From an optimization exercise on the open Yosys and OpenROAD flow, aimed at small area, a short achievable clock period and few clock cycles per item; shortcuts taken in it are not production practice.
The RTL was checked by simulation tests, not by an equivalence proof against the original design.
Power is estimated from default activity; no workload was simulated.

==> trial 12 <==
## pfor_unpack
module pfor_unpack (
    input  wire        clk,
    input  wire        rst,           
    input  wire        cmd_valid,
    output wire        cmd_ready,
    input  wire [5:0]  cmd_b,         
    input  wire [7:0]  cmd_cexcept,   
    input  wire        cmd_delta,     
    input  wire        cmd_restart,   
    input  wire        w_valid,
    output wire        w_ready,
    input  wire [31:0] w_data,
    input  wire        x_valid,
    output wire        x_ready,
    input  wire [6:0]  x_pos,
    input  wire [31:0] x_res,
    output wire        o_valid,
    input  wire        o_ready,
    output wire [31:0] o_data
);
==> flow/config.mk <==
export PLATFORM = sky130hd
export DESIGN_NAME = pfor_unpack
export DESIGN_NICKNAME = pfor_unpack
export VERILOG_FILES = /design/flow/design.v
export SDC_FILE = /design/flow/constraint.sdc
export NUM_CORES = 4
export LEC_CHECK = 0
export CAP_MARGIN = 20
export CORE_MARGIN = 2
export CORE_UTILIZATION = 40
export PLACE_DENSITY = 0.6
export SLEW_MARGIN = 20
==> flow/constraint.sdc <==
create_clock -name core_clock -period 10.0 [get_ports {clk}]
set_input_delay 2.0000 -clock core_clock [delete_from_list [all_inputs] [get_ports {clk}]]
set_output_delay 2.0000 -clock core_clock [all_outputs]
set_load 0.01 [all_outputs]
standard.sh (not shown) runs the stock make flow with config.mk's settings and CLKGATE_MAP_FILE= SYNTH_SCRIPT=/design/flow/synth_recipe.tcl, a recipe that flattens the netlist after the stock synthesis.
==> flow/flow/run.sh <==
#!/bin/bash
# Standard ORFS layout (the standard.sh), with these knobs changed:
#  - timing repair aims at a setup slack of 6.8 ns, i.e. paths of about 3.2 ns
#    instead of the 10 ns clock, so the resizer actually speeds the design up;
#  - ports are buffered with buf_1 instead of the default delay-cell buffer;
#  - clock tree: clusters of at most 30 sinks
#    within 60 um, no dummy loads.
# The make output goes to standard.log; ORFS writes each step's log under orfs/logs.
set -euo pipefail
bash standard.sh SETUP_SLACK_MARGIN=6.8 \
  'BUFFER_PORTS_ARGS=-buffer_cell sky130_fd_sc_hd__buf_1' \
  'CTS_ARGS=-sink_clustering_enable -repair_clock_nets -sink_clustering_size 30 -sink_clustering_max_diameter 60 -dont_use_dummy_load' \
  finish > standard.log 2>&1
==> inputs of trial 72, as changes to trial 12 <==
--- a/flow/design.v
+++ b/flow/design.v
@@ -45,21 +45,33 @@
     reg  [31:0] u;
     reg         uv, ub, ud;
     reg  [31:0] acc;             
     reg  [31:0] out;
     reg         ov;
     reg  [31:0] sk;              
     reg         sv;
     wire [62:0] f5    = {wd, r0};
-    wire [46:0] f4    = om[4] ? f5[62:16] : f5[46:0];
-    wire [38:0] f3    = om[3] ? f4[46:8]  : f4[38:0];
-    wire [34:0] f2    = om[2] ? f3[38:4]  : f3[34:0];
-    wire [32:0] f1    = om[1] ? f2[34:2]  : f2[32:0];
-    wire [31:0] field = om[0] ? f1[32:1]  : f1[31:0];
+    reg  [38:0] f3;
+    reg  [32:0] f1;
+    always @* begin
+        case (om[4:3])
+            2'd0: f3 = f5[38:0];
+            2'd1: f3 = f5[46:8];
+            2'd2: f3 = f5[54:16];
+            default: f3 = f5[62:24];
+        endcase
+        case (om[2:1])
+            2'd0: f1 = f3[32:0];
+            2'd1: f1 = f3[34:2];
+            2'd2: f1 = f3[36:4];
+            default: f1 = f3[38:6];
+        endcase
+    end
+    wire [31:0] field = om[0] ? f1[32:1] : f1[31:0];
     wire [31:0] mask  = bq[5] ? 32'hFFFFFFFF : ~(32'hFFFFFFFF << bq[4:0]);
     wire [31:0] p0    = bq[0] ? {xr[30:0], 1'b0}  : xr;
     wire [31:0] p1    = bq[1] ? {p0[29:0], 2'b0}  : p0;
     wire [31:0] p2    = bq[2] ? {p1[27:0], 4'b0}  : p1;
     wire [31:0] p3    = bq[3] ? {p2[23:0], 8'b0}  : p2;
     wire [31:0] p4    = bq[4] ? {p3[15:0], 16'b0} : p3;
     wire [31:0] uval  = (field & mask) | (hit ? p4 : 32'd0);
     wire [4:0]  s_om  = om + bq[4:0];                        
@@ -165,17 +177,17 @@
         r3 <= (fa & nw) ? wd[31:1] : r0;
         if (fa) begin
             u  <= uval;
             ub <= dq & !rq;
             ud <= dq;
         end
         if (fb & ud) acc <= sum;
         if (ofree) out <= sv ? sk : sum;
-        if (ov & !sv & !o_ready) sk <= sum;
+        if (!sv) sk <= sum;
         if (rst) begin
             crdy <= 1'b1;
             wrdy <= 1'b1;
             xrdy <= 1'b1;
             wf   <= 1'b0;
             xf   <= 1'b0;
             act  <= 1'b0;
             fa   <= 1'b0;
==> flow/flow/run.sh (replaced) <==
#!/bin/bash
# Standard ORFS layout (the standard.sh), with these knobs changed:
#  - timing repair aims at a setup slack of 6.8 ns, i.e. paths of about 3.2 ns
#    instead of the 10 ns clock, so the resizer actually speeds the design up;
#  - ports are buffered with buf_1 instead of the default delay-cell buffer;
#  - clock tree: clkbuf_8 sink-cluster buffers, clusters of at most 20 sinks
#    within 40 um, no dummy loads.
# The make output goes to standard.log; ORFS writes each step's log under orfs/logs.
set -euo pipefail
bash standard.sh SETUP_SLACK_MARGIN=6.8 \
  'BUFFER_PORTS_ARGS=-buffer_cell sky130_fd_sc_hd__buf_1' \
  'CTS_ARGS=-sink_clustering_enable -repair_clock_nets -sink_clustering_size 20 -sink_clustering_max_diameter 40 -dont_use_dummy_load -sink_clustering_buffer sky130_fd_sc_hd__clkbuf_8' \
  finish > standard.log 2>&1
==> inputs of trial 84, as changes to trial 12 <==
==> flow/flow/run.sh (replaced) <==
#!/bin/bash
# Standard ORFS layout (the standard.sh), with these knobs changed:
#  - timing repair aims at a setup slack of 6.8 ns, i.e. paths of about 3.2 ns
#    instead of the 10 ns clock, so the resizer actually speeds the design up;
#  - ports are buffered with buf_1 instead of the default delay-cell buffer;
#  - clock tree: clkbuf_8 sink-cluster buffers, clusters of at most 20 sinks
#    within 40 um, no dummy loads.
# The make output goes to standard.log; ORFS writes each step's log under orfs/logs.
set -euo pipefail
bash standard.sh SETUP_SLACK_MARGIN=6.8 \
  'BUFFER_PORTS_ARGS=-buffer_cell sky130_fd_sc_hd__buf_1' \
  'CTS_ARGS=-sink_clustering_enable -repair_clock_nets -sink_clustering_size 20 -sink_clustering_max_diameter 40 -dont_use_dummy_load -sink_clustering_buffer sky130_fd_sc_hd__clkbuf_8' \
  finish > standard.log 2>&1
==> flow/config.mk (replaced) <==
export PLATFORM = sky130hd
export DESIGN_NAME = pfor_unpack
export DESIGN_NICKNAME = pfor_unpack
export VERILOG_FILES = /design/flow/design.v
export SDC_FILE = /design/flow/constraint.sdc
export NUM_CORES = 4
export LEC_CHECK = 0
export CAP_MARGIN = 20
export CORE_MARGIN = 2
export CORE_UTILIZATION = 30
export PLACE_DENSITY = 0.5
export SLEW_MARGIN = 20
==> comparison table <==
metric	trial 72	trial 12	trial 84
Hold_ws	0.299 ns	0.295 ns	0.293 ns
Routed wirelength normalized by instance count	18.9 microns	18.2 microns	17.7 microns
Clock-cell share of area	3.97%	3.72%	4.46%
Switching power total	0.000840 W	0.000841 W	0.000889 W
Cells after Synth	1305	1417	1417
Detailed-routed wire length on met2	17000 microns	18600 microns	19200 microns
Layout Cells excl Fill	1978	2113	2319
Peak VDD IR	100 uV	146 uV	105 uV
Final instance area	18800 sq um	19500 sq um	19800 sq um
Max-slew headroom	42.3%	44.7%	43.3%
Result of the run	finished clean	finished clean	finished clean
Met1 WL	17100 microns	17400 microns	18600 microns
Routed length on met3	1960 microns	1480 microns	1760 microns
Part of the power in the clock network	29.1%	28.9%	31.1%
Final WS setup	6.75 ns	6.82 ns	6.84 ns
HPWL after DPL	26600 microns	27100 microns	29100 microns
Post-synthesis share of cell area spent on full adders, half adders and majority gates	3.85%	3.70%	3.70%
Storage cell area	9390 sq um	9700 sq um	9710 sq um
Testbench counts of trial 12, summed over its fixed seeds: cycles 49,176, items 384.
Testbench counts of trial 72, summed over its fixed seeds: cycles 49,176, items 384.
Testbench counts of trial 84, summed over its fixed seeds: cycles 49,176, items 384.

-- separate check: timing with driven ports --
The flow's constraints put no driver on any port. The routed layouts listed below were extracted and timed again, unchanged, in two steps. Step 1, drivers: a clkbuf_16 drives clk and a buf_2 each remaining input, both assumed. Step 2 times the ports against the registers' clock, not the clock port: input delays grow and output delays shrink by t, the midpoint of the rising clock arrivals with the driver on. Slacks: no drivers / after step 1 / after step 2; pairs: no drivers / after step 1.
| run | t (ns) | slack for setup (ns) | worst slew at a driven data input, ns |
|---|---|---|---|
| trial 12 | 0.615 | 6.822 / 6.763 / 6.447 | 0.05 |
| trial 72 | 0.568 | 6.750 / 6.750 / 6.424 | 0.06 |
| trial 84 | 0.595 | 6.844 / 6.786 / 6.342 | 0.05 |
After both steps setup and hold are still met in every run listed. For trial 84, which loses most, drivers alone change the setup slack by -0.058 ns; drivers and shift together by -0.502 ns.
